Background: an optimization exercise with open tools, aiming at a short achievable clock period and few clock cycles. Do not read the settings as production practice. At most, simulation tests tie the RTL to the original design; equivalence was not proved. Power figures rest on the tool's default switching activity, not on a simulated workload.

==> flow/design.v <==
module csc16_sel #(
    parameter W = 1
) (
    input  wire         s,
    input  wire [W-1:0] a,
    input  wire [W-1:0] b,
    output wire [W-1:0] y
);
    assign y = s ? a : b;
endmodule
module csc16_ans (
    input  wire r,
    input  wire t,
    input  wire tx_ok,
    input  wire d,
    input  wire rx_valid,
    output wire y
);
    assign y = r | (t & tx_ok) | (d & rx_valid);
endmodule
module csc16_cmp (
    input  wire [7:0]  b,
    input  wire [15:0] c,
    output wire        zero,
    output wire        eq_hi,
    output wire        eq_lo
);
    assign zero  = (b == 8'h00);
    assign eq_hi = (b == c[15:8]);
    assign eq_lo = (b == c[7:0]);
endmodule
module csc16 (
    input  wire        clk,
    input  wire        rst,
    input  wire        cmd_valid,
    output wire        cmd_ready,
    input  wire [39:0] cmd_word,
    output wire        rsp_valid,
    output wire [2:0]  rsp_status,
    output wire [31:0] rsp_res,
    output reg         str_valid,
    output reg  [7:0]  str_data,
    output wire        tx_valid,
    output wire [7:0]  tx_data,
    input  wire        tx_ok,
    input  wire        tx_fail,
    output wire        rx_req,
    input  wire        rx_valid,
    input  wire [7:0]  rx_data,
    input  wire        rx_timeout,
    input  wire        rx_err
);
    localparam [2:0] ST_OK       = 3'd0;
    localparam [2:0] ST_SHORT    = 3'd1;
    localparam [2:0] ST_MISMATCH = 3'd2;
    localparam [2:0] ST_TRANSP   = 3'd3;
    localparam [2:0] ST_ILLEGAL  = 3'd4;
    function [15:0] crc_step;
        input [15:0] s;
        input [7:0]  b;
        integer i;
        reg [15:0] t;
        begin
            t = s ^ {b, 8'h00};
            for (i = 0; i < 8; i = i + 1)
                if (t[15]) t = (t << 1) ^ 16'h1021;
                else       t = t << 1;
            crc_step = t;
        end
    endfunction
    reg [15:0] crc;
    reg        ir;       
    reg        rr;       
    reg        txm;      
    reg        rxm;      
    reg        last;     
    reg        tl;       
    reg        dl;       
    reg        feed;     
    reg        strm;     
    reg        ckm;      
    reg        s8;       
    reg        s16;      
    reg        hm;       
    reg        clrp;     
    reg        updp;     
    reg [2:0]  st;
    reg [31:0] R;        
    reg [31:0] sh;       
    reg [5:0]  cnt;      
    wire tdone = tl & tx_ok;
    wire ddone = dl & rx_valid;
    csc16_ans u_rsp (.r(rr), .t(tl), .tx_ok(tx_ok), .d(dl), .rx_valid(rx_valid), .y(rsp_valid));
    csc16_ans u_rdy (.r(ir), .t(tl), .tx_ok(tx_ok), .d(dl), .rx_valid(rx_valid), .y(cmd_ready));
    assign rsp_status = st;
    assign rsp_res    = {R[31:8], rxm ? rx_data : R[7:0]};
    assign tx_valid   = txm;
    assign rx_req     = rxm;
    assign tx_data    = sh[31:24];
    wire        take = cmd_valid & (ir | tdone | ddone);
    wire rx_zero, rx_eq_hi, rx_eq_lo;
    csc16_cmp u_cmp (.b(rx_data), .c(crc), .zero(rx_zero), .eq_hi(rx_eq_hi), .eq_lo(rx_eq_lo));
    wire [7:0]  op   = cmd_word[39:32];
    wire [31:0] imm  = cmd_word[31:0];
    wire        fd_rx  = rxm & feed & rx_valid;
    wire        fd_tx  = (txm & feed & tx_ok) | updp;
    wire [15:0] crc_a  = crc_step(crc, 8'h00);
    wire [15:0] crc_rx = crc_a ^ crc_step(16'h0000, rx_data);
    wire [15:0] crc_tx = crc_a ^ crc_step(16'h0000, sh[31:24]);
    wire [15:0] crc_e  = clrp ? 16'h0000 : fd_tx ? crc_tx : crc;
    wire [15:0] crc_nx;
    csc16_sel #(.W(16)) u_crc (.s(fd_rx), .a(crc_rx), .b(crc_e), .y(crc_nx));
    always @(posedge clk) begin
        if (rst)
            crc <= 16'h0000;
        else
            crc <= crc_nx;
    end
    always @(posedge clk) begin
        str_data  <= rx_data;
        if (rst)
            str_valid <= 1'b0;
        else
            str_valid <= rxm & strm & rx_valid & ~rx_zero;
    end
    reg        ir_c, rr_c, txm_c, rxm_c, last_c, tl_c, dl_c, feed_c, strm_c, ckm_c;
    reg        s8_c, s16_c, hm_c, clrp_c, updp_c;
    reg [2:0]  st_c;
    reg [31:0] R_c, sh_c;
    reg [5:0]  cnt_c;
    always @(*) begin
        ir_c   = ir;
        rr_c   = 1'b0;
        txm_c  = txm;
        rxm_c  = rxm;
        last_c = last;
        tl_c   = tl;
        dl_c   = dl;
        feed_c = feed;
        strm_c = strm;
        ckm_c  = ckm;
        s8_c   = s8;
        s16_c  = s16;
        hm_c   = hm;
        clrp_c = 1'b0;
        updp_c = 1'b0;
        st_c   = st;
        R_c    = R;
        sh_c   = sh;
        cnt_c  = cnt;
        if (txm) begin
            if (tx_fail) begin
                txm_c = 1'b0;
                tl_c  = 1'b0;
                ir_c  = 1'b1;
                rr_c  = 1'b1;
                st_c  = ST_TRANSP;
                R_c   = 32'd0;
            end else if (tx_ok) begin
                sh_c   = {sh[23:0], 8'd0};
                cnt_c  = cnt - 6'd1;
                last_c = (cnt == 6'd2);
                tl_c   = (cnt == 6'd2);
                if (last) begin
                    txm_c = 1'b0;
                    ir_c  = 1'b1;
                end
            end
        end
        if (rxm) begin
            if (rx_timeout | rx_err) begin
                rxm_c = 1'b0;
                dl_c  = 1'b0;
                s8_c  = 1'b0;
                ir_c  = 1'b1;
                rr_c  = 1'b1;
                st_c  = rx_timeout ? ST_SHORT : ST_TRANSP;
                R_c   = 32'd0;
            end else if (rx_valid) begin
                if (strm) begin
                    cnt_c = cnt + 6'd1;
                    R_c   = {26'd0, rx_zero ? cnt : cnt + 6'd1};
                    if (rx_zero || cnt == 6'd47) begin
                        rxm_c = 1'b0;
                        ir_c  = 1'b1;
                        rr_c  = 1'b1;
                    end
                end else if (ckm) begin
                    last_c = 1'b1;
                    if (!last) begin
                        hm_c       = rx_eq_hi;
                        R_c[15:8]  = rx_data;
                    end else begin
                        rxm_c = 1'b0;
                        ir_c  = 1'b1;
                        rr_c  = 1'b1;
                        if (hm && rx_eq_lo) begin
                            R_c = {16'd0, R[15:8], rx_data};
                        end else begin
                            R_c  = 32'd0;
                            st_c = ST_MISMATCH;
                        end
                    end
                end else if (s8) begin
                    rxm_c = 1'b0;
                    s8_c  = 1'b0;
                    ir_c  = 1'b1;
                    rr_c  = 1'b1;
                    R_c   = {{24{rx_data[7]}}, rx_data};
                end else begin
                    cnt_c  = cnt - 6'd1;
                    last_c = (cnt == 6'd2);
                    dl_c   = (cnt == 6'd2);
                    R_c    = {s16 ? {16{rx_data[7]}} : R[23:8], rx_data, 8'd0};
                    if (last) begin
                        rxm_c = 1'b0;
                        dl_c  = 1'b0;
                        s8_c  = 1'b0;
                        ir_c  = 1'b1;
                    end
                end
            end
        end
    end
    reg        ir_n, rr_n, txm_n, rxm_n, last_n, tl_n, dl_n, feed_n, strm_n, ckm_n;
    reg        s8_n, s16_n, clrp_n, updp_n;
    reg [2:0]  st_n;
    reg [31:0] R_n, sh_n;
    reg [5:0]  cnt_n;
    always @(*) begin
        st_n   = ST_OK;
        R_n    = 32'd0;
        rr_n   = 1'b0;
        txm_n  = 1'b0;
        rxm_n  = 1'b0;
        tl_n   = 1'b0;
        dl_n   = 1'b0;
        s8_n   = 1'b0;
        s16_n  = 1'b0;
        strm_n = 1'b0;
        ckm_n  = 1'b0;
        feed_n = 1'b0;
        last_n = 1'b0;
        ir_n   = 1'b1;
        cnt_n  = 6'd0;
        clrp_n = 1'b0;
        updp_n = 1'b0;
        sh_n   = op[5]           ? {crc_nx, 16'd0}    :
                 (op[4] & op[1]) ? imm                :
                 (op[4] & op[0]) ? {imm[15:0], 16'd0} :
                                   {imm[7:0], 24'd0};
        case (op)
            8'h00: begin
                clrp_n = 1'b1;
                rr_n   = 1'b1;
            end
            8'h01: begin
                updp_n = 1'b1;
                rr_n   = 1'b1;
            end
            8'h02: begin
                R_n  = {16'd0, crc_nx};
                rr_n = 1'b1;
            end
            8'h10, 8'h11, 8'h12, 8'h14, 8'h15, 8'h16: begin
                txm_n  = 1'b1;
                ir_n   = 1'b0;
                feed_n = 1'b1;
                case (op[1:0])
                    2'd0: begin
                        cnt_n  = 6'd1;
                        last_n = 1'b1;
                        tl_n   = 1'b1;
                    end
                    2'd1:    cnt_n = 6'd2;
                    default: cnt_n = 6'd4;
                endcase
            end
            8'h30: begin
                txm_n = 1'b1;
                ir_n  = 1'b0;
                cnt_n = 6'd2;
            end
            8'h20, 8'h21, 8'h22, 8'h24, 8'h25, 8'h26: begin
                rxm_n  = 1'b1;
                ir_n   = 1'b0;
                feed_n = 1'b1;
                case (op[1:0])
                    2'd0: begin
                        cnt_n  = 6'd1;
                        last_n = 1'b1;
                        dl_n   = !op[2];
                        s8_n   = op[2];
                    end
                    2'd1: begin
                        cnt_n = 6'd2;
                        s16_n = op[2];
                    end
                    default: cnt_n = 6'd4;
                endcase
            end
            8'h28: begin
                rxm_n  = 1'b1;
                ir_n   = 1'b0;
                feed_n = 1'b1;
                strm_n = 1'b1;
            end
            8'h31: begin
                rxm_n = 1'b1;
                ir_n  = 1'b0;
                ckm_n = 1'b1;
                cnt_n = 6'd2;
            end
            default: begin
                st_n = ST_ILLEGAL;
                rr_n = 1'b1;
            end
        endcase
    end
    localparam NW = 19 + 3 + 32 + 32 + 6;
    wire [NW-1:0] nx;
    csc16_sel #(.W(NW)) u_take (
        .s (take),
        .a ({ir_n, rr_n, txm_n, rxm_n, last_n, tl_n, dl_n, feed_n, strm_n, ckm_n,
             s8_n, s16_n, hm,   clrp_n, updp_n, 4'b0000,
             st_n, R_n, sh_n, cnt_n}),
        .b ({ir_c, rr_c, txm_c, rxm_c, last_c, tl_c, dl_c, feed_c, strm_c, ckm_c,
             s8_c, s16_c, hm_c, clrp_c, updp_c, 4'b0000,
             st_c, R_c, sh_c, cnt_c}),
        .y (nx)
    );
    always @(posedge clk) begin
        {hm, st, R, sh, cnt} <= {nx[NW-13], nx[72:0]};
        {last, feed, strm, ckm, s16} <= {nx[NW-5], nx[NW-8], nx[NW-9], nx[NW-10],
                                        nx[NW-12]};
        if (rst) begin
            ir   <= 1'b1;
            rr   <= 1'b0;
            txm  <= 1'b0;
            rxm  <= 1'b0;
            tl   <= 1'b0;
            dl   <= 1'b0;
            s8   <= 1'b0;
            clrp <= 1'b0;
            updp <= 1'b0;
        end else begin
            {ir, rr, txm, rxm} <= nx[NW-1:NW-4];
            {tl, dl} <= nx[NW-6:NW-7];
            s8   <= nx[NW-11];
            clrp <= nx[NW-14];
            updp <= nx[NW-15];
        end
    end
endmodule
Settings: LEC_CHECK=0, ABC_CLOCK_PERIOD_IN_PS=1500, CAP_MARGIN=20, CORE_MARGIN=2, CORE_UTILIZATION=40, SETUP_SLACK_MARGIN=5.0, SLEW_MARGIN=20, SYNTH_HIERARCHICAL=1, SYNTH_MINIMUM_KEEP_SIZE=0, TNS_END_PERCENT=100; clock period 4.0 ns.
run.sh (not shown) runs the stock make flow with config.mk's settings and CLKGATE_MAP_FILE= SYNTH_SCRIPT=/design/flow/synth_recipe.tcl, a recipe that flattens the netlist after the stock synthesis.
Change:
--- a/flow/design.v
+++ b/flow/design.v
@@ -6,31 +6,10 @@
     input  wire [W-1:0] b,
     output wire [W-1:0] y
 );
     assign y = s ? a : b;
 endmodule
-module csc16_ans (
-    input  wire r,
-    input  wire t,
-    input  wire tx_ok,
-    input  wire d,
-    input  wire rx_valid,
-    output wire y
-);
-    assign y = r | (t & tx_ok) | (d & rx_valid);
-endmodule
-module csc16_cmp (
-    input  wire [7:0]  b,
-    input  wire [15:0] c,
-    output wire        zero,
-    output wire        eq_hi,
-    output wire        eq_lo
-);
-    assign zero  = (b == 8'h00);
-    assign eq_hi = (b == c[15:8]);
-    assign eq_lo = (b == c[7:0]);
-endmodule
 module csc16 (
     input  wire        clk,
     input  wire        rst,
     input  wire        cmd_valid,
     output wire        cmd_ready,
@@ -88,20 +67,18 @@
     reg [31:0] R;        
     reg [31:0] sh;       
     reg [5:0]  cnt;      
     wire tdone = tl & tx_ok;
     wire ddone = dl & rx_valid;
-    csc16_ans u_rsp (.r(rr), .t(tl), .tx_ok(tx_ok), .d(dl), .rx_valid(rx_valid), .y(rsp_valid));
-    csc16_ans u_rdy (.r(ir), .t(tl), .tx_ok(tx_ok), .d(dl), .rx_valid(rx_valid), .y(cmd_ready));
+    assign rsp_valid  = rr | tdone | ddone;
+    assign cmd_ready  = ir | tdone | ddone;
     assign rsp_status = st;
     assign rsp_res    = {R[31:8], rxm ? rx_data : R[7:0]};
     assign tx_valid   = txm;
     assign rx_req     = rxm;
     assign tx_data    = sh[31:24];
-    wire        take = cmd_valid & (ir | tdone | ddone);
-    wire rx_zero, rx_eq_hi, rx_eq_lo;
-    csc16_cmp u_cmp (.b(rx_data), .c(crc), .zero(rx_zero), .eq_hi(rx_eq_hi), .eq_lo(rx_eq_lo));
+    wire        take = cmd_valid & cmd_ready;
     wire [7:0]  op   = cmd_word[39:32];
     wire [31:0] imm  = cmd_word[31:0];
     wire        fd_rx  = rxm & feed & rx_valid;
     wire        fd_tx  = (txm & feed & tx_ok) | updp;
     wire [15:0] crc_a  = crc_step(crc, 8'h00);
@@ -119,11 +96,11 @@
     always @(posedge clk) begin
         str_data  <= rx_data;
         if (rst)
             str_valid <= 1'b0;
         else
-            str_valid <= rxm & strm & rx_valid & ~rx_zero;
+            str_valid <= rxm & strm & rx_valid & (rx_data != 8'h00);
     end
     reg        ir_c, rr_c, txm_c, rxm_c, last_c, tl_c, dl_c, feed_c, strm_c, ckm_c;
     reg        s8_c, s16_c, hm_c, clrp_c, updp_c;
     reg [2:0]  st_c;
     reg [31:0] R_c, sh_c;
@@ -177,26 +154,31 @@
                 st_c  = rx_timeout ? ST_SHORT : ST_TRANSP;
                 R_c   = 32'd0;
             end else if (rx_valid) begin
                 if (strm) begin
                     cnt_c = cnt + 6'd1;
-                    R_c   = {26'd0, rx_zero ? cnt : cnt + 6'd1};
-                    if (rx_zero || cnt == 6'd47) begin
+                    if (rx_data == 8'h00) begin
+                        rxm_c = 1'b0;
+                        ir_c  = 1'b1;
+                        rr_c  = 1'b1;
+                        R_c   = {26'd0, cnt};
+                    end else if (cnt == 6'd47) begin
                         rxm_c = 1'b0;
                         ir_c  = 1'b1;
                         rr_c  = 1'b1;
+                        R_c   = {26'd0, cnt + 6'd1};
                     end
                 end else if (ckm) begin
                     last_c = 1'b1;
                     if (!last) begin
-                        hm_c       = rx_eq_hi;
+                        hm_c       = (rx_data == crc[15:8]);
                         R_c[15:8]  = rx_data;
                     end else begin
                         rxm_c = 1'b0;
                         ir_c  = 1'b1;
                         rr_c  = 1'b1;
-                        if (hm && rx_eq_lo) begin
+                        if (hm && rx_data == crc[7:0]) begin
                             R_c = {16'd0, R[15:8], rx_data};
                         end else begin
                             R_c  = 32'd0;
                             st_c = ST_MISMATCH;
                         end
Result: Global-route usage grows by 0.73 points; non-clock buffer count went down by 10; routed wire length is lower slightly; design area decreases slightly; via count decreases by a few percent; register-to-register slack loses 0.08 ns; sequential power hardly moves; area after synthesis goes down slightly; fmax grows by a few percent; first-iteration DRC count falls by roughly a tenth; flip-flop and latch count stays the same; sequential share of layout area grows by 0.34 points.
Testbench counts after the change, summed over its fixed seeds: cycles 19,498.
For the first run of this note, only the layout was checked, not whether the RTL still works.

* * *

csc16, a different RTL version from the one above (not shown whole).
Size: ~110 I/O pins, about 8000 sq um of cells after synthesis.
Settings: LEC_CHECK=0, ABC_CLOCK_PERIOD_IN_PS=1500, CAP_MARGIN=20, CORE_MARGIN=2, CORE_UTILIZATION=40, SETUP_SLACK_MARGIN=5.0, SLEW_MARGIN=20, SYNTH_HIERARCHICAL=1, SYNTH_MINIMUM_KEEP_SIZE=0, TNS_END_PERCENT=100; clock period 4.0 ns.
Testbench counts at the start, summed over its fixed seeds: cycles 19,303.
Change:
--- a/flow/design.v
+++ b/flow/design.v
@@ -2,18 +2,40 @@
     parameter W = 1
 ) (
     input  wire         s,
     input  wire [W-1:0] a,
     input  wire [W-1:0] b,
     output wire [W-1:0] y
 );
     assign y = s ? a : b;
 endmodule
+module csc16_dec (
+    input  wire [7:0] op,
+    output wire       clr,
+    output wire       upd,
+    output wire       val,
+    output wire       enc,
+    output wire       txck,
+    output wire       dec,
+    output wire       str,
+    output wire       rxck
+);
+    wire lo  = (op[7:6] == 2'b00);
+    wire wok = ~(op[1] & op[0]);    
+    assign clr  = lo & (op[5:0] == 6'h00);
+    assign upd  = lo & (op[5:0] == 6'h01);
+    assign val  = lo & (op[5:0] == 6'h02);
+    assign enc  = lo & (op[5:3] == 3'b010) & wok;
+    assign dec  = lo & (op[5:3] == 3'b100) & wok;
+    assign str  = lo & (op[5:0] == 6'h28);
+    assign txck = lo & (op[5:0] == 6'h30);
+    assign rxck = lo & (op[5:0] == 6'h31);
+endmodule
 module csc16 (
     input  wire        clk,
     input  wire        rst,
     input  wire        cmd_valid,
     output wire        cmd_ready,
     input  wire [39:0] cmd_word,
     output wire        rsp_valid,
     output wire [2:0]  rsp_status,
     output wire [31:0] rsp_res,
@@ -66,25 +88,30 @@
     reg [2:0]  st;
     reg [31:0] R;        
     reg [31:0] sh;       
     reg [5:0]  cnt;      
     wire tdone = tl & tx_ok;
     wire ddone = dl & rx_valid;
     assign rsp_valid  = rr | tdone | ddone;
     assign cmd_ready  = ir | tdone | ddone;
     assign rsp_status = st;
-    assign rsp_res    = {R[31:8] | {24{s8 & rx_data[7]}}, rxm ? rx_data : R[7:0]};
+    assign rsp_res    = {R[31:8], rxm ? rx_data : R[7:0]};
     assign tx_valid   = txm;
     assign rx_req     = rxm;
     assign tx_data    = sh[31:24];
     wire        take = cmd_valid & cmd_ready;
     wire [7:0]  op   = cmd_word[39:32];
     wire [31:0] imm  = cmd_word[31:0];
+    wire is_clr, is_upd, is_val, is_enc, is_txck, is_dec, is_str, is_rxck;
+    csc16_dec u_dec (
+        .op(op), .clr(is_clr), .upd(is_upd), .val(is_val), .enc(is_enc),
+        .txck(is_txck), .dec(is_dec), .str(is_str), .rxck(is_rxck)
+    );
     wire        fd_rx  = rxm & feed & rx_valid;
     wire        fd_tx  = (txm & feed & tx_ok) | updp;
     wire [15:0] crc_a  = crc_step(crc, 8'h00);
     wire [15:0] crc_rx = crc_a ^ crc_step(16'h0000, rx_data);
     wire [15:0] crc_tx = crc_a ^ crc_step(16'h0000, sh[31:24]);
     wire [15:0] crc_e  = clrp ? 16'h0000 : fd_tx ? crc_tx : crc;
     wire [15:0] crc_nx;
     csc16_sel #(.W(16)) u_crc (.s(fd_rx), .a(crc_rx), .b(crc_e), .y(crc_nx));
     always @(posedge clk) begin
@@ -177,18 +204,24 @@
                         ir_c  = 1'b1;
                         rr_c  = 1'b1;
                         if (hm && rx_data == crc[7:0]) begin
                             R_c = {16'd0, R[15:8], rx_data};
                         end else begin
                             R_c  = 32'd0;
                             st_c = ST_MISMATCH;
                         end
                     end
+                end else if (s8) begin
+                    rxm_c = 1'b0;
+                    s8_c  = 1'b0;
+                    ir_c  = 1'b1;
+                    rr_c  = 1'b1;
+                    R_c   = {{24{rx_data[7]}}, rx_data};
                 end else begin
                     cnt_c  = cnt - 6'd1;
                     last_c = (cnt == 6'd2);
                     dl_c   = (cnt == 6'd2);
                     R_c    = {s16 ? {16{rx_data[7]}} : R[23:8], rx_data, 8'd0};
                     if (last) begin
                         rxm_c = 1'b0;
                         dl_c  = 1'b0;
                         s8_c  = 1'b0;
@@ -219,75 +252,75 @@
         last_n = 1'b0;
         ir_n   = 1'b1;
         cnt_n  = 6'd0;
         clrp_n = 1'b0;
         updp_n = 1'b0;
         sh_n   = op[5]           ? {crc_nx, 16'd0}    :
                  (op[4] & op[1]) ? imm                :
                  (op[4] & op[0]) ? {imm[15:0], 16'd0} :
                                    {imm[7:0], 24'd0};
-        case (op)
-            8'h00: begin
+        case (1'b1)
+            is_clr: begin
                 clrp_n = 1'b1;
                 rr_n   = 1'b1;
             end
-            8'h01: begin
+            is_upd: begin
                 updp_n = 1'b1;
                 rr_n   = 1'b1;
             end
-            8'h02: begin
+            is_val: begin
                 R_n  = {16'd0, crc_nx};
                 rr_n = 1'b1;
             end
-            8'h10, 8'h11, 8'h12, 8'h14, 8'h15, 8'h16: begin
+            is_enc: begin
                 txm_n  = 1'b1;
                 ir_n   = 1'b0;
                 feed_n = 1'b1;
                 case (op[1:0])
                     2'd0: begin
                         cnt_n  = 6'd1;
                         last_n = 1'b1;
                         tl_n   = 1'b1;
                     end
                     2'd1:    cnt_n = 6'd2;
                     default: cnt_n = 6'd4;
                 endcase
             end
-            8'h30: begin
+            is_txck: begin
                 txm_n = 1'b1;
                 ir_n  = 1'b0;
                 cnt_n = 6'd2;
             end
-            8'h20, 8'h21, 8'h22, 8'h24, 8'h25, 8'h26: begin
+            is_dec: begin
                 rxm_n  = 1'b1;
                 ir_n   = 1'b0;
                 feed_n = 1'b1;
                 case (op[1:0])
                     2'd0: begin
                         cnt_n  = 6'd1;
                         last_n = 1'b1;
-                        dl_n   = 1'b1;
+                        dl_n   = !op[2];
                         s8_n   = op[2];
                     end
                     2'd1: begin
                         cnt_n = 6'd2;
                         s16_n = op[2];
                     end
                     default: cnt_n = 6'd4;
                 endcase
             end
-            8'h28: begin
+            is_str: begin
                 rxm_n  = 1'b1;
                 ir_n   = 1'b0;
                 feed_n = 1'b1;
                 strm_n = 1'b1;
             end
-            8'h31: begin
+            is_rxck: begin
                 rxm_n = 1'b1;
                 ir_n  = 1'b0;
                 ckm_n = 1'b1;
                 cnt_n = 6'd2;
             end
             default: begin
                 st_n = ST_ILLEGAL;
                 rr_n = 1'b1;
             end
Result: The changed run went through all stages and came out clean. Worst setup slack degrades by 0.12 ns. Global-route usage went up by 1.4 points. Register-to-register slack degrades by 0.20 ns. Non-clock buffer count went up by 47. Via count went up by 20%. Routed wire length went up by 15%. Cell count went up by 11%. Maximum frequency went down by 5.0%. Hold slack degrades by 0.022 ns. Sequential power barely changes. Total power went up by 4.1%. Final area went up by 1.5%. Utilization went down by 4.6 points.
For the second run of this note, only the layout was checked, not whether the RTL still works.

afterwards: timing with drivers on the ports:
In the flow no input, the clock included, has a driving cell. The finished layouts below were timed again as built, in two steps. Step 1, drivers: a clkbuf_16 drives clk and a buf_2 each remaining input, both assumed. Step 2 adds t to the input delays and takes it off the output delays; t is the mean of the earliest and latest rising clock arrival at the registers after step 1. Input paths then give back, and output paths get back, about the clock's delay inside the block. Three values: no drivers, after step 1, after step 2; two values: the first two.
run | t, ns | setup slack, ns | hold slack, ns | worst setup path after step 2 | latest minus earliest clock arrival (ns)
the first run of note 1 | 0.471 | 1.690 / 1.676 / 1.220 | 0.514 / 0.533 / 0.567 | input to register | 0.013 / 0.014
the second run of note 1 | 0.469 | 1.779 / 1.732 / 1.330 | 0.502 / 0.525 / 0.527 | input to register | 0.009 / 0.008
the first run of note 2 | 0.471 | 1.733 / 1.687 / 1.270 | 0.509 / 0.529 / 0.562 | input to register | 0.008 / 0.009
the second run of note 2 | 0.473 | 1.614 / 1.605 / 1.148 | 0.487 / 0.491 / 0.577 | input to register | 0.011 / 0.011
After both steps every run listed still meets setup and hold. The setup slack of the first run of note 1, which loses most, moves by -0.014 ns with the drivers and by -0.470 ns with both steps.
